Background: an optimization exercise with open tools, aiming at small area, a short achievable clock period and few clock cycles. Do not read the settings as production practice.
Only simulation tests tie the RTL to the original design; equivalence was not proved.
Power is estimated from default activity; no workload was simulated.

==> design/flow/run.sh <==
#!/bin/bash
# synth_recipe.tcl (not shown) runs the flow's synth.tcl, then flattens the netlist and writes it again
# the make line also repeats each setting of config.mk as NAME=value (left out here)
make -C /OpenROAD-flow-scripts/flow DESIGN_CONFIG=/design/flow/config.mk WORK_HOME=/design/flow/orfs CLKGATE_MAP_FILE= SYNTH_SCRIPT=/design/flow/synth_recipe.tcl finish
==> design/flow/config.mk <==
export PLATFORM = sky130hd
export DESIGN_NAME = crc4pc
export DESIGN_NICKNAME = crc4pc
export VERILOG_FILES = /design/flow/design.v
export SDC_FILE = /design/flow/constraint.sdc
export NUM_CORES = 4
export LEC_CHECK = 0
export CAP_MARGIN = 10
export CORE_MARGIN = 2
export CORE_UTILIZATION = 50
export PLACE_DENSITY = 0.7
export SETUP_SLACK_MARGIN = 4.0
export SLEW_MARGIN = 10
==> design/flow/constraint.sdc <==
create_clock -name core_clock -period 9.0 [get_ports {clk}]
set_input_delay 1.8000 -clock core_clock [delete_from_list [all_inputs] [get_ports {clk}]]
set_output_delay 1.8000 -clock core_clock [all_outputs]
set_load 0.01 [all_outputs]
==> design/flow/design.v <==
module crc4pc (
    input  wire        clk,
    input  wire        rst,
    input  wire        req_valid,
    input  wire        req_write,
    input  wire        req_mem,
    input  wire [7:0]  req_addr,
    input  wire [31:0] req_wdata,
    output wire        req_ready,
    output reg         rsp_valid,
    output reg  [31:0] rsp_rdata
);
    localparam [4:0] R_CMD          = 5'd0,
                     R_STATUS       = 5'd1,
                     R_CRC_START    = 5'd2,
                     R_CRC_BITS     = 5'd3,
                     R_CRC_VALUE_LO = 5'd4,
                     R_CRC_VALUE_HI = 5'd5,
                     R_CRC_RESULT   = 5'd6,
                     R_SRC_ADDR     = 5'd7,
                     R_SRC_LEN      = 5'd8,
                     R_NAME_ADDR    = 5'd9,
                     R_NAME_LEN     = 5'd10,
                     R_MSG_ADDR     = 5'd11,
                     R_MSG_LEN      = 5'd12,
                     R_DST_ADDR     = 5'd13,
                     R_HDR          = 5'd14,
                     R_HDR_FIELDS   = 5'd15,
                     R_RES_SIZE     = 5'd16,
                     R_RES_NAME     = 5'd17,
                     R_RES_MSG_ADDR = 5'd18,
                     R_RES_MSG_LEN  = 5'd19,
                     R_MEMSIZE      = 5'd20;
    localparam [3:0] E_OK        = 4'd0,
                     E_EMPTY     = 4'd1,
                     E_NAME_LONG = 4'd2,
                     E_TRUNC_HDR = 4'd3,
                     E_FLAG      = 4'd4,
                     E_LENGTH    = 4'd5,
                     E_TRUNC_PKT = 4'd6,
                     E_CHECKSUM  = 4'd7,
                     E_BITS      = 4'd10,
                     E_ADDR      = 4'd11,
                     E_ILLEGAL   = 4'd12;
    localparam [3:0] S_IDLE  = 4'd0,
                     S_RANGE = 4'd1,    
                     S_HL    = 4'd2,    
                     S_HS    = 4'd3,    
                     S_AN    = 4'd4,    
                     S_AC    = 4'd5,    
                     S_AW    = 4'd6,    
                     S_AH    = 4'd7,    
                     S_DR    = 4'd8,    
                     S_WAIT  = 4'd9;    
    localparam [1:0] X_RANGE = 2'd0,
                     X_DIS   = 2'd1,
                     X_ASM   = 2'd2;
    function [3:0] m1;
        input [3:0] x;
        m1 = ({4{x[0]}} & 4'h7) ^ ({4{x[1]}} & 4'hE) ^
             ({4{x[2]}} & 4'hB) ^ ({4{x[3]}} & 4'h1);
    endfunction
    function [3:0] mp;
        input [3:0] x;
        input [2:0] e;
        case (e)
            3'd1:    mp = m1(x);
            3'd2:    mp = m1(m1(x));
            3'd3:    mp = m1(m1(m1(x)));
            3'd4:    mp = m1(m1(m1(m1(x))));
            3'd5:    mp = m1(m1(m1(m1(m1(x)))));
            3'd6:    mp = m1(m1(m1(m1(m1(m1(x))))));
            default: mp = x;
        endcase
    endfunction
    function [3:0] bw;
        input [7:0] b;
        bw = m1(b[7:4]) ^ b[3:0];
    endfunction
    localparam [767:0] T_MOD7 = 768'h688d63446b1a2358d11ac688d63446b1a2358d11ac688d63446b1a2358d11ac688d63446b1a2358d11ac688d63446b1a2358d11ac688d63446b1a2358d11ac688d63446b1a2358d11ac688d63446b1a2358d11ac688d63446b1a2358d11ac688;
    function [2:0] mod7;
        input [7:0] x;
        mod7 = T_MOD7 >> (3 * x);
    endfunction
    localparam [191:0] T_E2X6 = 192'h159d10ace88567442b3a2159d10ace88567442b3a2159d10;
    function [2:0] e2x6;
        input [5:0] x;
        e2x6 = T_E2X6 >> (3 * x);
    endfunction
    localparam [47:0] T_E_2A = 48'h42b3a2159d10;
    function [2:0] e_2a;
        input [3:0] x;
        e_2a = T_E_2A >> (3 * x);
    endfunction
    localparam [47:0] T_E_M2A = 48'ha14c5d0a62e8;
    function [2:0] e_m2a;
        input [3:0] x;
        e_m2a = T_E_M2A >> (3 * x);
    endfunction
    localparam [47:0] T_E3Q = 48'h621ab310d598;
    function [2:0] e3q;
        input [3:0] x;
        e3q = T_E3Q >> (3 * x);
    endfunction
    localparam [383:0] T_E_NIBS = 384'h000000000000000000000000000000000000000000000002491248006db5b6c9236da491248006db5b6c9236da491248;
    function [2:0] e_nibs;
        input [6:0] x;
        e_nibs = T_E_NIBS >> (3 * x);
    endfunction
    localparam [191:0] T_ADD7T = 192'h1ac688d63446b1a2358d11ac688d63446b1a2358d11ac688;
    function [2:0] add7t;
        input [5:0] x;
        add7t = T_ADD7T >> (3 * x);
    endfunction
    localparam [191:0] T_SUB7T = 192'h053970c0a72eb814e597029c72e0534e5c0a29cb81053970;
    function [2:0] sub7t;
        input [5:0] x;
        sub7t = T_SUB7T >> (3 * x);
    endfunction
    function [2:0] add7;
        input [2:0] a;
        input [2:0] b;
        add7 = add7t({a, b});
    endfunction
    function [2:0] sub7;
        input [2:0] a;
        input [2:0] b;
        sub7 = sub7t({a, b});
    endfunction
    function in_range;
        input [31:0] a;
        input [31:0] n;
        in_range = (n == 32'd0) ||
                   (a[31:9] == 23'd0 && n[31:9] == 23'd0 &&
                    ({1'b0, a[8:0]} + {1'b0, n[8:0]}) <= 10'd256);
    endfunction
    reg [3:0]  status_err;
    reg        status_done;
    reg [3:0]  crc_start;
    reg [6:0]  crc_bits;
    reg [31:0] crc_value_lo;
    reg [31:0] crc_value_hi;
    reg [3:0]  crc_raw;         
    reg [2:0]  crc_exp;
    reg [31:0] src_addr;
    reg [31:0] src_len;
    reg [31:0] name_addr;
    reg [31:0] name_len;
    reg [31:0] msg_addr;
    reg [31:0] msg_len;
    reg [31:0] dst_addr;
    reg [15:0] hdr;
    reg [5:0]  res_size;
    reg [7:0]  res_name_addr;
    reg [7:0]  res_msg_addr;
    reg [4:0]  res_msg_len;
    wire [3:0] crc_result = mp(crc_raw, crc_exp);
    reg        busy;
    reg        bg;        
    reg [3:0]  st;
    reg [7:0]  ptr;       
    reg [3:0]  amt;       
    reg [3:0]  cnt;       
    reg [1:0]  dw;        
    reg        first;     
    reg [4:0]  mlo;       
    reg [4:0]  mhi;
    reg [2:0]  cexp;      
    reg [15:0] hw;        
    reg [2:0]  rfc;       
    reg [3:0]  wq;        
    reg [3:0]  a_n;       
    reg [4:0]  a_k;       
    reg [5:0]  a_size;    
    reg [7:0]  a_na;      
    reg [7:0]  a_dst;     
    reg [8:0]  a_kd0;     
    reg [8:0]  a_end;     
    reg [7:0]  a_dlt;     
    reg        a_desc;    
    reg [3:0]  a_q0;      
    reg [3:0]  a_qe;      
    reg [127:0] stg;      
    reg        xv;        
    reg [1:0]  xk;        
    reg        xfirst;    
    reg        xlast;     
    reg [1:0]  xw;        
    reg [3:0]  xa;        
    reg [15:0] xmask;     
    reg [2:0]  xrf;       
    reg [63:0] xt;        
    reg [63:0] xtp;       
    reg        xcorr;     
    reg [3:0]  acc;       
    reg [2:0]  rfp;       
    wire [4:0] slot = req_addr[6:2];
    wire conflict = req_mem ||
                    (req_write ? (slot == R_CMD || slot == R_HDR)
                               : (slot == R_CRC_RESULT || slot == R_HDR || slot == R_HDR_FIELDS));
    assign req_ready = !busy || (bg && !conflict);
    wire host_acc = req_valid && req_ready;
    wire host_mwr = req_valid && !busy && req_write && req_mem;
    wire host_rwr = host_acc && req_write && !req_mem;
    reg  [2047:0] memv;                   
    wire [3:0]  ptr_hi1 = ptr[7:4] + 4'd1;
    wire [127:0] bank_out;
    wire [63:0]  rowsel;                  
    genvar gb, gr;
    generate
        for (gb = 0; gb < 16; gb = gb + 1) begin : g_bank
            wire [127:0] col;
            for (gr = 0; gr < 16; gr = gr + 1) begin : g_row
                assign col[8*gr +: 8] = memv[8*(16*gr + gb) +: 8];
            end
            assign rowsel[4*gb +: 4] = !busy ? req_addr[7:4] :
                                       ((gb < ptr[3:0]) ? ptr_hi1 : ptr[7:4]);
            assign bank_out[8*gb +: 8] = col[8*rowsel[4*gb +: 4] +: 8];
        end
    endgenerate
    wire [3:0]  c_asm = mp(acc, cexp);
    wire [7:0]  h0_asm = {a_k[0], a_n, 3'b101};
    wire        hdr_src = (st == S_AH) || (st == S_HS);
    wire        wr_st   = hdr_src || (st == S_AW);
    wire [7:0]  w_b0 = (st == S_HS) ? hdr[7:0]  : h0_asm;
    wire [7:0]  w_b1 = (st == S_HS) ? hdr[15:8] : {c_asm, a_k[4:1]};
    wire [127:0] rot_in = hdr_src ? {112'd0, w_b1, w_b0} :
                          (st == S_AW) ? stg : bank_out;
    wire [3:0]  ramt = !busy ? req_addr[3:0] : (wr_st ? amt : ptr[3:0]);
    wire [255:0] rot_dbl = {rot_in, rot_in} >> {ramt, 3'b000};
    wire [127:0] lane = rot_dbl[127:0];
    function [15:0] lanes;
        input [4:0] lo;
        input [4:0] hi;
        reg [31:0] th_hi;
        reg [31:0] th_lo;
        begin
            th_hi = {16'd0, 16'hFFFF} << hi;
            th_lo = {16'd0, 16'hFFFF} << lo;
            lanes = th_lo[15:0] & ~th_hi[15:0];
        end
    endfunction
    function [15:0] to_banks;
        input [15:0] m;
        input [3:0]  a;
        reg [31:0] d;
        begin
            d = {m, m} << a;
            to_banks = d[31:16];
        end
    endfunction
    wire [15:0] mlin = lanes(mlo, mhi);
    wire [15:0] mrot = to_banks(mlin, ptr[3:0]);
    wire        wact = (st == S_AC) || wr_st;
    wire [15:0] bvalid;
    wire [63:0] wrow;
    generate
        for (gb = 0; gb < 16; gb = gb + 1) begin : g_bv
            assign bvalid[gb] = !busy ? (host_mwr && req_addr[3:0] == gb) :
                                (wact && ((st == S_AC) ? mlin[gb] : mrot[gb]));
            assign wrow[4*gb +: 4] = (st == S_AC) ? wq : rowsel[4*gb +: 4];
        end
    endgenerate
    integer x;
    always @(posedge clk) begin
        for (x = 0; x < 256; x = x + 1) begin
            if (bvalid[x % 16] && wrow[4*(x % 16) +: 4] == (x / 16))
                memv[8*x +: 8] <= busy ? lane[8*(x % 16) +: 8] : req_wdata[7:0];
        end
    end
    integer y;
    always @(posedge clk) begin
        for (y = 0; y < 16; y = y + 1) begin
            if (st == S_AN && mrot[y])
                stg[8*y +: 8] <= bank_out[8*y +: 8];
        end
    end
    wire [63:0] tb;
    generate
        for (gb = 0; gb < 16; gb = gb + 1) begin : g_term
            assign tb[4*gb +: 4] = mp(bw(bank_out[8*gb +: 8]), (3 + 28 - 2*gb) % 7);
        end
    endgenerate
    wire [3:0]  dw_n   = hw[6:3];
    wire [4:0]  dw_m   = {hw[11:8], hw[7]};
    wire [5:0]  dw_sz  = 6'd2 + {2'd0, dw_n} + {1'b0, dw_m};
    wire [5:0]  dw_szm1 = dw_sz - 6'd1;
    wire [3:0]  dw_err = (hw[2:0] != 3'b101) ? E_FLAG :
                         (dw_n == 4'd0 || dw_m == 5'd0) ? E_LENGTH :
                         (src_len[31:6] == 26'd0 && src_len[5:0] < dw_sz) ? E_TRUNC_PKT : E_OK;
    reg  [3:0]  derr_r;    
    wire        dk1    = (dw_sz[5:4] == 2'd0) || (dw_sz == 6'd16);    
    wire        dw_last = (dw_szm1[5:4] == dw);
    wire        dcor = (dw == 2'd1) && dk1;
    wire [15:0] dmask;
    genvar gd;
    generate
        for (gd = 0; gd < 16; gd = gd + 1) begin : g_dm
            wire [3:0] jb = gd[3:0] - ptr[3:0];
            assign dmask[gd] = dcor ? ({2'd0, jb} >= dw_sz) : ({dw, jb} < dw_sz);
        end
    endgenerate
    wire [63:0] thi;
    wire [63:0] tlo;
    generate
        for (gb = 0; gb < 16; gb = gb + 1) begin : g_sum
            wire blo = (gb < xa);
            wire [3:0] t = xcorr ? xtp[4*gb +: 4] : xt[4*gb +: 4];
            assign thi[4*gb +: 4] = (xmask[gb] && !blo) ? t : 4'd0;
            assign tlo[4*gb +: 4] = (xmask[gb] &&  blo) ? t : 4'd0;
        end
    endgenerate
    wire [3:0] shi = thi[3:0]   ^ thi[7:4]   ^ thi[11:8]  ^ thi[15:12] ^
                     thi[19:16] ^ thi[23:20] ^ thi[27:24] ^ thi[31:28] ^
                     thi[35:32] ^ thi[39:36] ^ thi[43:40] ^ thi[47:44] ^
                     thi[51:48] ^ thi[55:52] ^ thi[59:56] ^ thi[63:60];
    wire [3:0] slo = tlo[3:0]   ^ tlo[7:4]   ^ tlo[11:8]  ^ tlo[15:12] ^
                     tlo[19:16] ^ tlo[23:20] ^ tlo[27:24] ^ tlo[31:28] ^
                     tlo[35:32] ^ tlo[39:36] ^ tlo[43:40] ^ tlo[47:44] ^
                     tlo[51:48] ^ tlo[55:52] ^ tlo[59:56] ^ tlo[63:60];
    wire [3:0] usum = shi ^ mp(slo, 3'd3);
    wire [2:0]  dw_2s  = e_2a(src_addr[3:0]);
    wire [2:0]  dw_2sz = add7(add7(3'd4, e2x6({2'd0, dw_n})), e2x6({1'b0, dw_m}));
    wire [2:0]  dw_e4k = (dw_szm1[5:4] == 2'd0) ? 3'd4 : (dw_szm1[5:4] == 2'd1) ? 3'd1 : 3'd5;
    wire [2:0]  dw_g1  = sub7(3'd0, add7(dw_2sz, dw_2s));
    wire [2:0]  dw_g2  = sub7(3'd5, dw_2s);
    reg  [2:0]  dg1, dg2, de4k;
    wire [3:0]  dtgt_w = mp(mp(hw[15:12], dg1) ^ mp(hw[15:12], dg2), de4k);
    wire [2:0] e_step  = (xk == X_RANGE) ? (xfirst ? sub7(3'd4, e_2a(xa)) : 3'd4) :
                         (xk == X_DIS) ? (xcorr ? 3'd0 : 3'd4) : sub7(rfp, xrf);
    wire [3:0] acc_src = (xk == X_DIS && xw == 2'd0) ? 4'd0 : acc;
    wire [3:0] acc_n   = mp(acc_src, e_step) ^ usum;
    wire [63:0] crc_value = {crc_value_hi, crc_value_lo};
    wire [63:0] vmask;
    wire [63:0] vterm;
    generate
        for (gb = 0; gb < 64; gb = gb + 1) begin : g_vm
            assign vmask[gb] = (crc_bits > gb);
        end
        for (gb = 0; gb < 16; gb = gb + 1) begin : g_vt
            assign vterm[4*gb +: 4] = mp(crc_value[4*gb +: 4] & vmask[4*gb +: 4], (gb + 1) % 7);
        end
    endgenerate
    wire [3:0] crcv = mp(crc_start, e_nibs(crc_bits)) ^
                      vterm[3:0]   ^ vterm[7:4]   ^ vterm[11:8]  ^ vterm[15:12] ^
                      vterm[19:16] ^ vterm[23:20] ^ vterm[27:24] ^ vterm[31:28] ^
                      vterm[35:32] ^ vterm[39:36] ^ vterm[43:40] ^ vterm[47:44] ^
                      vterm[51:48] ^ vterm[55:52] ^ vterm[59:56] ^ vterm[63:60];
    wire [3:0] hdr_ck = mp(bw(hdr[7:0]), 3'd3) ^ m1(hdr[11:8]);
    reg        hz_src_a, hz_src_l, hz_name_a, hz_name_l, hz_msg_a, hz_dst_a;   
    reg        z_src_l, z_name_l, z_msg_l;     
    reg        lt2_src_l;                      
    reg        big_name_l;                     
    reg        big_msg_l;                      
    reg [4:0]  r_asm_k;                        
    reg [5:0]  r_asm_size;                     
    wire [4:0] w_k   = (req_wdata[31:5] != 27'd0) ? 5'd31 : req_wdata[4:0];
    wire       w_hz  = (req_wdata[31:9] == 23'd0);
    wire       w_z   = (req_wdata == 32'd0);
    always @(posedge clk) begin
        if (rst) begin
            hz_src_a   <= 1'b1;
            hz_src_l   <= 1'b1;
            hz_name_a  <= 1'b1;
            hz_name_l  <= 1'b1;
            hz_msg_a   <= 1'b1;
            hz_dst_a   <= 1'b1;
            z_src_l    <= 1'b1;
            z_name_l   <= 1'b1;
            z_msg_l    <= 1'b1;
            lt2_src_l  <= 1'b1;
            big_name_l <= 1'b0;
            big_msg_l  <= 1'b0;
            r_asm_k    <= 5'd0;
            r_asm_size <= 6'd2;
        end else if (host_rwr) begin
            case (slot)
                R_SRC_ADDR:  hz_src_a  <= w_hz;
                R_SRC_LEN: begin
                    hz_src_l  <= w_hz;
                    z_src_l   <= w_z;
                    lt2_src_l <= (req_wdata[31:1] == 31'd0);
                end
                R_NAME_ADDR: hz_name_a <= w_hz;
                R_NAME_LEN: begin
                    hz_name_l  <= w_hz;
                    z_name_l   <= w_z;
                    big_name_l <= (req_wdata[31:4] != 28'd0);
                    r_asm_size <= 6'd2 + {2'd0, req_wdata[3:0]} + {1'b0, r_asm_k};
                end
                R_MSG_ADDR:  hz_msg_a  <= w_hz;
                R_MSG_LEN: begin
                    z_msg_l   <= w_z;
                    big_msg_l <= (req_wdata[31:5] != 27'd0);
                    r_asm_k   <= w_k;
                    r_asm_size <= 6'd2 + {2'd0, name_len[3:0]} + {1'b0, w_k};
                end
                R_DST_ADDR:  hz_dst_a  <= w_hz;
                default: ;
            endcase
        end
    end
    function in_range9;
        input [8:0] a;
        input [8:0] n;
        input       hz;        
        in_range9 = hz && ({1'b0, a} + {1'b0, n}) <= 10'd256;
    endfunction
    wire [4:0] asm_k    = r_asm_k;
    wire [5:0] asm_size = r_asm_size;
    wire [7:0] asm_h0   = {asm_k[0], name_len[3:0], 3'b101};
    wire [3:0] asm_hck  = mp(bw(asm_h0), 3'd3) ^ m1(asm_k[4:1]);
    wire [8:0] asm_kd0  = {1'b0, dst_addr[7:0]} + 9'd2 + {5'd0, name_len[3:0]};
    wire [8:0] asm_end  = {1'b0, dst_addr[7:0]} + {3'd0, asm_size};
    wire [8:0] asm_last = asm_end - 9'd1;
    wire       asm_desc = {1'b0, msg_addr[7:0]} < asm_kd0;
    wire [3:0] rng_pad = 4'd0 - src_len[3:0];
    wire [8:0] rng_lm1 = src_len[8:0] - 9'd1;
    function [4:0] clamp16;
        input [8:0] x;
        input [3:0] q;
        reg [9:0] v;
        begin
            v = {1'b0, x} - {2'd0, q, 4'd0};
            clamp16 = v[9] ? 5'd0 : (v[8:4] != 5'd0) ? 5'd16 : {1'b0, v[3:0]};
        end
    endfunction
    wire [3:0] wq_nx = a_desc ? wq - 4'd1 : wq + 4'd1;
    wire [2:0]  rf_name = sub7(e_2a(a_na[3:0]), 3'd4);
    wire [2:0]  rfc0 = add7(add7(e2x6({3'd0, mod7(a_dst)}), e3q(a_q0)),
                            e_2a(a_dlt[3:0]));
    wire        f_rng_src = z_src_l || in_range9(src_addr[8:0], src_len[8:0], hz_src_a && hz_src_l);
    wire        f_rng_hs  = in_range9(dst_addr[8:0], 9'd2, hz_dst_a);
    wire        f_rng_asm = in_range9(name_addr[8:0], name_len[8:0], hz_name_a && hz_name_l) &&
                            in_range9(msg_addr[8:0], {4'd0, asm_k}, hz_msg_a) &&
                            in_range9(dst_addr[8:0], {3'd0, asm_size}, hz_dst_a);
    wire        f_src0    = z_src_l;
    wire        f_srclt2  = lt2_src_l;
    wire        f_n0      = z_name_l;
    wire        f_nbig    = big_name_l;
    wire        f_m0      = z_msg_l;
    wire        f_mbig    = big_msg_l;
    wire [3:0]  rng_acc0 = mp(crc_start, e_m2a(rng_pad));
    wire [4:0]  q0_lo    = clamp16(a_kd0, a_q0);
    wire [4:0]  q0_hi    = clamp16(a_end, a_q0);
    wire [4:0]  qn_lo    = clamp16(a_kd0, wq_nx);
    wire [4:0]  qn_hi    = clamp16(a_end, wq_nx);
    wire [2:0]  cexp_nx  = add7(e2x6(a_size), add7(rfc, 3'd3));
    wire [2:0]  rfc_nx   = add7(rfc, a_desc ? 3'd4 : 3'd3);
    wire [2:0]  xa_2a    = e_2a(xa);
    reg [31:0] reg_rd;
    always @(*) begin
        case (slot)
            R_STATUS:       reg_rd = {27'd0, status_done, status_err};
            R_CRC_START:    reg_rd = {28'd0, crc_start};
            R_CRC_BITS:     reg_rd = {25'd0, crc_bits};
            R_CRC_VALUE_LO: reg_rd = crc_value_lo;
            R_CRC_VALUE_HI: reg_rd = crc_value_hi;
            R_CRC_RESULT:   reg_rd = {28'd0, crc_result};
            R_SRC_ADDR:     reg_rd = src_addr;
            R_SRC_LEN:      reg_rd = src_len;
            R_NAME_ADDR:    reg_rd = name_addr;
            R_NAME_LEN:     reg_rd = name_len;
            R_MSG_ADDR:     reg_rd = msg_addr;
            R_MSG_LEN:      reg_rd = msg_len;
            R_DST_ADDR:     reg_rd = dst_addr;
            R_HDR:          reg_rd = {16'd0, hdr};
            R_HDR_FIELDS:   reg_rd = {4'd0, hdr[15:12], 3'd0, hdr[11:7], 4'd0, hdr[6:3], 5'd0, hdr[2:0]};
            R_RES_SIZE:     reg_rd = {26'd0, res_size};
            R_RES_NAME:     reg_rd = {24'd0, res_name_addr};
            R_RES_MSG_ADDR: reg_rd = {24'd0, res_msg_addr};
            R_RES_MSG_LEN:  reg_rd = {27'd0, res_msg_len};
            R_MEMSIZE:      reg_rd = 32'd256;
            default:        reg_rd = 32'd0;
        endcase
    end
    always @(posedge clk) begin
        if (rst)
            rsp_valid <= 1'b0;
        else
            rsp_valid <= host_acc && !req_write;
        if (host_acc && !req_write)
            rsp_rdata <= req_mem ? {24'd0, lane[7:0]} : reg_rd;
    end
    always @(posedge clk) begin
        xt  <= tb;
        xtp <= xt;
        if (rst) begin
            busy          <= 1'b0;
            bg            <= 1'b0;
            st            <= S_IDLE;
            xv            <= 1'b0;
            status_err    <= E_OK;
            status_done   <= 1'b0;
            crc_start     <= 4'd0;
            crc_bits      <= 7'd0;
            crc_value_lo  <= 32'd0;
            crc_value_hi  <= 32'd0;
            crc_raw       <= 4'd0;
            crc_exp       <= 3'd0;
            src_addr      <= 32'd0;
            src_len       <= 32'd0;
            name_addr     <= 32'd0;
            name_len      <= 32'd0;
            msg_addr      <= 32'd0;
            msg_len       <= 32'd0;
            dst_addr      <= 32'd0;
            hdr           <= 16'd0;
            res_size      <= 6'd0;
            res_name_addr <= 8'd0;
            res_msg_addr  <= 8'd0;
            res_msg_len   <= 5'd0;
        end else begin
            if (!busy) begin
                a_n    <= name_len[3:0];
                a_k    <= asm_k;
                a_size <= asm_size;
                a_na   <= name_addr[7:0];
                a_dst  <= dst_addr[7:0];
                a_kd0  <= asm_kd0;
                a_end  <= asm_end;
                a_dlt  <= msg_addr[7:0] - asm_kd0[7:0];
                a_desc <= asm_desc;
                a_q0   <= asm_desc ? asm_last[7:4] : asm_kd0[7:4];
                a_qe   <= asm_desc ? asm_kd0[7:4] : asm_last[7:4];
            end
            if (host_rwr) begin
                case (slot)
                    R_CMD: begin
                        status_done <= 1'b1;
                        status_err  <= E_OK;
                        case (req_wdata[3:0])
                            4'h0: ;
                            4'h1: begin
                                if (crc_bits > 7'd64) begin
                                    status_err <= E_BITS;
                                end else begin
                                    crc_raw <= crcv;
                                    crc_exp <= 3'd0;
                                end
                            end
                            4'h2: begin
                                if (!f_rng_src) begin
                                    status_err <= E_ADDR;
                                end else if (f_src0) begin
                                    crc_raw <= crc_start;
                                    crc_exp <= 3'd0;
                                end else begin
                                    busy  <= 1'b1;
                                    st    <= S_RANGE;
                                    ptr   <= src_addr[7:0] - {4'd0, rng_pad};
                                    mlo   <= {1'b0, rng_pad};
                                    mhi   <= 5'd16;
                                    first <= 1'b1;
                                    cnt   <= rng_lm1[7:4];
                                    acc   <= rng_acc0;
                                end
                            end
                            4'h3: begin
                                if (f_n0 || f_nbig || f_m0 || f_mbig)
                                    status_err <= E_LENGTH;
                                else
                                    hdr <= {4'd0, msg_len[4:0], name_len[3:0], 3'b101};
                            end
                            4'h4: hdr <= {crc_result, hdr[11:0]};
                            4'h5: begin
                                crc_raw <= hdr_ck;
                                crc_exp <= 3'd0;
                            end
                            4'h6: begin
                                if (!f_rng_src) begin
                                    status_err <= E_ADDR;
                                end else if (f_srclt2) begin
                                    status_err <= E_TRUNC_HDR;
                                end else begin
                                    busy <= 1'b1;
                                    st   <= S_HL;
                                    ptr  <= src_addr[7:0];
                                end
                            end
                            4'h7: begin
                                if (!f_rng_hs) begin
                                    status_err <= E_ADDR;
                                end else begin
                                    busy <= 1'b1;
                                    st   <= S_HS;
                                    ptr  <= dst_addr[7:0];
                                    amt  <= 4'd0 - dst_addr[3:0];
                                    mlo  <= 5'd0;
                                    mhi  <= 5'd2;
                                end
                            end
                            4'h8: begin
                                if (f_n0) begin
                                    status_err <= E_EMPTY;
                                end else if (f_nbig) begin
                                    status_err <= E_NAME_LONG;
                                end else if (f_m0) begin
                                    status_err <= E_EMPTY;
                                end else if (!f_rng_asm) begin
                                    status_err <= E_ADDR;
                                end else begin
                                    res_size      <= asm_size;
                                    res_name_addr <= dst_addr[7:0] + 8'd2;
                                    res_msg_addr  <= asm_kd0[7:0];
                                    res_msg_len   <= asm_k;
                                    busy   <= 1'b1;
                                    bg     <= 1'b1;
                                    st     <= S_AN;
                                    ptr    <= name_addr[7:0];
                                    mlo    <= 5'd0;
                                    mhi    <= {1'b0, name_len[3:0]};
                                    acc    <= asm_hck;
                                    rfp    <= 3'd0;
                                end
                            end
                            4'h9: begin
                                if (!f_rng_src) begin
                                    status_err <= E_ADDR;
                                end else if (f_srclt2) begin
                                    status_err <= E_TRUNC_HDR;
                                end else begin
                                    busy <= 1'b1;
                                    st   <= S_DR;
                                    ptr  <= src_addr[7:0];
                                    dw   <= 2'd0;
                                end
                            end
                            default: status_err <= E_ILLEGAL;
                        endcase
                    end
                    R_CRC_START:    crc_start    <= req_wdata[3:0];
                    R_CRC_BITS:     crc_bits     <= req_wdata[6:0];
                    R_CRC_VALUE_LO: crc_value_lo <= req_wdata;
                    R_CRC_VALUE_HI: crc_value_hi <= req_wdata;
                    R_SRC_ADDR:     src_addr     <= req_wdata;
                    R_SRC_LEN:      src_len      <= req_wdata;
                    R_NAME_ADDR:    name_addr    <= req_wdata;
                    R_NAME_LEN:     name_len     <= req_wdata;
                    R_MSG_ADDR:     msg_addr     <= req_wdata;
                    R_MSG_LEN:      msg_len      <= req_wdata;
                    R_DST_ADDR:     dst_addr     <= req_wdata;
                    R_HDR:          hdr          <= req_wdata[15:0];
                    default: ;
                endcase
            end
            xv     <= 1'b0;
            xa     <= ptr[3:0];
            xmask  <= mrot;
            xcorr  <= 1'b0;
            xfirst <= first;
            xlast  <= (cnt == 4'd0);
            xw     <= dw;
            xrf    <= (st == S_AN) ? rf_name : rfc;
            if (busy) begin
                case (st)
                    S_RANGE: begin
                        xv    <= 1'b1;
                        xk    <= X_RANGE;
                        ptr   <= ptr + 8'd16;
                        cnt   <= cnt - 4'd1;
                        first <= 1'b0;
                        mlo   <= 5'd0;
                        if (cnt == 4'd0)
                            st <= S_WAIT;
                    end
                    S_HL: begin
                        hdr         <= {lane[15:8], lane[7:0]};
                        status_err  <= E_OK;
                        status_done <= 1'b1;
                        busy        <= 1'b0;
                        st          <= S_IDLE;
                    end
                    S_HS: begin
                        status_err  <= E_OK;
                        status_done <= 1'b1;
                        busy        <= 1'b0;
                        st          <= S_IDLE;
                    end
                    S_AN: begin
                        xv   <= 1'b1;
                        xk   <= X_ASM;
                        st   <= S_AC;
                        wq   <= a_q0;
                        ptr  <= {a_q0, 4'd0} + a_dlt;
                        rfc  <= rfc0;
                        mlo  <= q0_lo;
                        mhi  <= q0_hi;
                    end
                    S_AC: begin
                        xv <= 1'b1;
                        xk <= X_ASM;
                        if (wq == a_qe) begin
                            st   <= S_AW;
                            ptr  <= a_dst + 8'd2;
                            amt  <= a_na[3:0] - a_dst[3:0] - 4'd2;
                            mlo  <= 5'd0;
                            mhi  <= {1'b0, a_n};
                            cexp <= cexp_nx;
                        end else begin
                            wq  <= wq_nx;
                            ptr <= a_desc ? ptr - 8'd16 : ptr + 8'd16;
                            rfc <= rfc_nx;
                            mlo <= qn_lo;
                            mhi <= qn_hi;
                        end
                    end
                    S_AW: begin
                        st  <= S_AH;
                        ptr <= a_dst;
                        amt <= 4'd0 - a_dst[3:0];
                        mhi <= 5'd2;
                    end
                    S_AH: begin
                        hdr     <= {c_asm, a_k[4:1], a_k[0], a_n, 3'b101};
                        crc_raw <= c_asm;
                        crc_exp <= 3'd0;
                        busy    <= 1'b0;
                        bg      <= 1'b0;
                        st      <= S_IDLE;
                    end
                    S_DR: begin
                        xk  <= X_DIS;
                        ptr <= ptr + 8'd16;
                        dw  <= dw + 2'd1;
                        if (dw == 2'd0) begin
                            hw    <= {lane[15:8], lane[7:0]};
                            xv    <= 1'b1;
                            xmask <= 16'hFFFF;
                            xlast <= 1'b0;
                        end else begin
                            xv    <= 1'b1;
                            xmask <= dmask;
                            xcorr <= dcor;
                            xlast <= dcor || dw_last;
                            if (dcor || dw_last)
                                st <= S_WAIT;
                        end
                    end
                    default: ;
                endcase
            end
            if (xv) begin
                acc <= acc_n;
                if (xk == X_ASM)
                    rfp <= xrf;
                if (xk == X_RANGE && xlast) begin
                    crc_raw     <= acc_n;
                    crc_exp     <= xa_2a;
                    status_err  <= E_OK;
                    status_done <= 1'b1;
                    busy        <= 1'b0;
                    st          <= S_IDLE;
                    xv          <= 1'b0;
                end
                if (xk == X_DIS && xw == 2'd0) begin
                    derr_r <= dw_err;
                    dg1    <= dw_g1;
                    dg2    <= dw_g2;
                    de4k   <= dw_e4k;
                end
                if (xk == X_DIS && xlast) begin
                    status_done <= 1'b1;
                    busy        <= 1'b0;
                    st          <= S_IDLE;
                    xv          <= 1'b0;
                    if (derr_r != E_OK) begin
                        status_err <= derr_r;
                    end else begin
                        if (acc_n != dtgt_w) begin
                            status_err <= E_CHECKSUM;
                        end else begin
                            status_err    <= E_OK;
                            hdr           <= hw;
                            crc_raw       <= hw[15:12];
                            crc_exp       <= 3'd0;
                            res_size      <= dw_sz;
                            res_name_addr <= src_addr[7:0] + 8'd2;
                            res_msg_addr  <= src_addr[7:0] + 8'd2 + {4'd0, dw_n};
                            res_msg_len   <= dw_m;
                        end
                    end
                end
            end
        end
    end
endmodule
==> results.toml <==
[status]
status = "finished with violations"
so.violations = "capacitance limit, slew limit"

[place]
dp_cells = 16000
dp_hpwl_mm = 408
gp_congestion = 1.08
portBuffers = 78

[setup_path]
cp_top_family = "buffers and inverters"
worstPathArrival_ns = 5.98
path_cells = "clkbuf_4 -> nor2_4 -> buf_4 -> buf_12 -> a21oi_4 -> buf_4 -> buf_12 -> buf_4 -> mux4_2 -> mux2i_4 -> mux2i_2 -> a22oi_2 -> or2_2 -> o31ai_1 -> buf_4 -> a21oi_4 -> mux2i_1 -> nor2_1 -> a21o_1 -> a21oi_4 -> buf_8"
crit_fanout = 18
r2r_start = "ptr[2]"
startpoint_type = "input port"
endpoint_kind = "flop"
crit_buf_inv = 8
cp-startpoint = "req_addr[5]"
required_ns = 9.64
cpMostUsedCell = "buf_4"
slowest_stage = "mux4_2"
critPathKind = "input port to flop"
critical_path.max_stage_delay_ns = 0.47

[min_path]
hold_path.class = "flop to flop"
min_from = "xt[59]"

[yosys]
syn_nets = 12800
syn_avg_cell_area_um2 = 11.8
ys_ff_latch = 2886
synth_top_flop_cell = "edfxtp_1"
synth_top_area_share_pct = 48.6
ys_async_sr_fraction_pct = 0
synth-seq-area-share_pct = 55.6
synth_warnings = 1
syn_area_um2 = 147000
synth_top_area_cell = "edfxtp_1"
synth_enable_flop_cells = 2373
ys_top_cells_by_area = "edfxtp_1, dfxtp_1, mux2i_1"
yosysUniqueCellTypes = 107
synth_cells = 12500

[global_routing]
grt_pass1_vias = 110000
grt.total_usage_pct = 39.3
antenna_found_initial = 37
gr-total-overflow = 0
grt_pass1_wl_mm = 834
grt_max_degree = 205

[die]
die-area_um2 = 298000
fp.dieW_um = 546
die_height_um = 546
pin_count = 79
core_area_um2 = 291000
core.rowCount = 198
initial_utilization_pct = 50.3

[drt]
drc = 0
avgViaCountPerCell = 6.85
wire_per_inst_um = 35.7
vias = 118000
drt-initial-drc-count = 18900
wl_mm = 616
drtPass1Iterations = 13
antenna_left = 0

[power_and_ir_drop]
intPower_w = 0.0243
vdd_ir_drop_max_mv = 0.265
leakage_nw = 61.9
swShare_pct = 27.9
switchingPower_w = 0.00940
pwr-share-comb_pct = 17.4
seqPwrFrac_pct = 44.2
pwr-share-clk_pct = 38.4
powerDensity_nw_per_um2 = 189

[sta]
timing.final.crit_share_pct = 59.3
period_minus_slack_ns = 5.34
fmax_ghz = 0.187
fin_worst_skew_ns = 0.0942
drv_slew = 22
rsz0062_at_grt = "true"
tightest_slew_ns = 1.70
holdWs_ns = 0.325
fin_tns_setup_ns = 0
timing.slew.headroom_pct = -14.0
setup_viol = 0
hold_violations = 0

[clock_tree]
cts_sinks = 2886
clk_latency_ns = 0.97
ctsLongestPathBuffers = 4
clk_pin_slew_worst_paths_ns = 0.06
numCtsBuffers = 307
htreeDepth = 5
cts_hold_buf = 0
cts_root_buf = "clkbuf_16"
cts_tree = "yes"

[finish]
fillers = 22000
nNetsFinal = 13400
drive_gt1_share_pct = 24.7
area_growth_pct = 21.9
final_cells = 17300

[job]
maxCapViolCount = 3
==> registers in the layout (all words and copies together) (netlist names), 9 cells and up <==
signal	cells
memv	2048
stg	128
xt	64
xtp	64
crc_value_hi	32
crc_value_lo	32
dst_addr	32
msg_addr	32
msg_len	32
name_addr	32
name_len	32
rsp_rdata	32
src_addr	32
src_len	32
hdr	16
hw	16
xmask	16
a_end	9
a_kd0	9
==> synth_stat cells (all sizes together), types with 68 or more instances <==
cell / number
nor3: 178
a22o: 68
nor2: 876
or3: 77
and2: 76
nand2b: 79
nor2b: 96
mux2i: 817
o211ai: 95
nand2: 1458
xnor2: 356
edfxtp: 2373
buf: 216
ha: 252
xor2: 139
inv: 261
o21ai: 543
o22ai: 94
nand3: 231
a21o: 101
a21oi: 835
mux4: 363
dfxtp: 513
a22oi: 143
a31oi: 200
a221oi: 137
a211oi: 135
and3: 77
mux2: 144
clkbuf: 662
==> cells by family (layout without fill, tap and decap cells) <==
logic type	count (synthesis)	count (layout)	synth area share, %
XOR/XNOR	515	515	3.27
buffers and inverters	1146	2002	3.05
adder cells (fa/ha/maj)	268	268	2.35
flip-flops	2886	2886	55.6
other	0	34	0
multiplexers	1324	1324	12.3
AO/OA/AOI/OAI	2931	2945	13.1
AND/OR/NAND/NOR	3398	3406	10.4
==> area by class of cell <==
cell class / count / area, um2 / area share [%]
diodes: 34 / 85.1 / 0.0476
clock buffers: 366 / 8120 / 4.54
clock inverters: 191 / 1980 / 1.11
inverters: 268 / 1040 / 0.580
multi-input cells: 8458 / 68500 / 38.3
flip-flops and latches: 2886 / 81500 / 45.6
well taps: 3900 / 4880 / 2.73
repair buffers: 1177 / 12600 / 7.05
==> repair_timing <==
item,4_1_cts,5_1_grt
setup endpoints to repair,4400,4013
endpoints found under the hold margin,0,0
setup buffers,353,235
pin swaps,180,149
resized for setup,1110,641
cloned,34,29
==> cells in the final DEF, fill, tap and decap left out, types with 74 or more instances in the layout <==
cell and count:
edfxtp_1 2373, nand2_1 1418, buf_4 751, a21oi_1 714, mux2i_1 713, nor2_1 579
dfxtp_1 506, o21ai_0 403, mux4_2 363, xnor2_1 346, clkbuf_16 329, inv_1 242
ha_1 236, nand3_1 219, nor2_2 187, buf_12 179, nor3_1 150, xor2_1 136
a31oi_1 126, mux2_2 121, a22oi_1 115, nor2_4 110, a221oi_1 103, buf_6 101
a211oi_1 98, a21o_1 95, o211ai_1 95, nor2b_1 85, o22ai_1 74
==> power by group through the flow <==
stage	clock, W	sequential [W]	combinational [W]
global placement	0	0.0152	0.00442
detailed placement	0	0.0152	0.00446
floorplan	0	0.0151	0.00265
finish	0.0130	0.0149	0.00586
CTS	0.0130	0.0149	0.00516
global route	0.0135	0.0149	0.00591
==> routing by layer <==
| metal | share of wire (%) | GRT usage [%] | vias up |
|---|---|---|---|
| li1 | - | - | 48700 |
| met1 | 35 | 49.1 | 58400 |
| met2 | 44 | 59.2 | 8848 |
| met3 | 12 | 9.48 | 2343 |
| met4 | 9.5 | 29.5 | 20 |
| met5 | 0.025 | 0 | - |
==> worst paths after layout <==
path / to / slack, ns / depth (start not counted)
max: memv[1172] / 3.66 / 21
min: xtp[59] / 0.32 / 0
max reg2reg: memv[1172] / 3.66 / 23
min reg2reg: xtp[59] / 0.32 / 0
==> stage by stage <==
stage | instance area, um2 | total power (W) | setup slack [ns] | util [%]
3_3_place_gp | 154000 | 0.0196 | 0.970 | 52.9
2_1_floorplan | 148000 | 0.0177 | 3.85 | -
5_1_grt | 179000 | 0.0343 | 3.66 | 61.3
6_report | 179000 | 0.0337 | 3.66 | 61.4
4_1_cts | 173000 | 0.0330 | 3.83 | 59.4
3_5_place_dp | 154000 | 0.0196 | 0.951 | 52.9
Testbench counts, summed over its fixed seeds: cycles 10,183.

[what the ideal ports hide]
In the flow no input, the clock included, has a driving cell. The finished layout below was timed again as built, in two steps. Step 1 assumes that a clkbuf_16 drives the clock port and a buf_2 every other input. Step 2, shift: input delay + t, output delay - t, t = (earliest + latest rising clock arrival at the registers) / 2. This alone moves slack from input paths to output paths. a / b / c = ideal ports / drivers / drivers and shift; a / b = the first two.
shift t [ns]: 1.035
setup WS [ns]: 3.659 / 3.662 / 2.711
worst setup path after step 2: input to register
worst register clock-pin slew, ns: 0.08 / 0.08
The setup slack of this run moves by +0.003 ns with the drivers and by -0.948 ns with both steps.
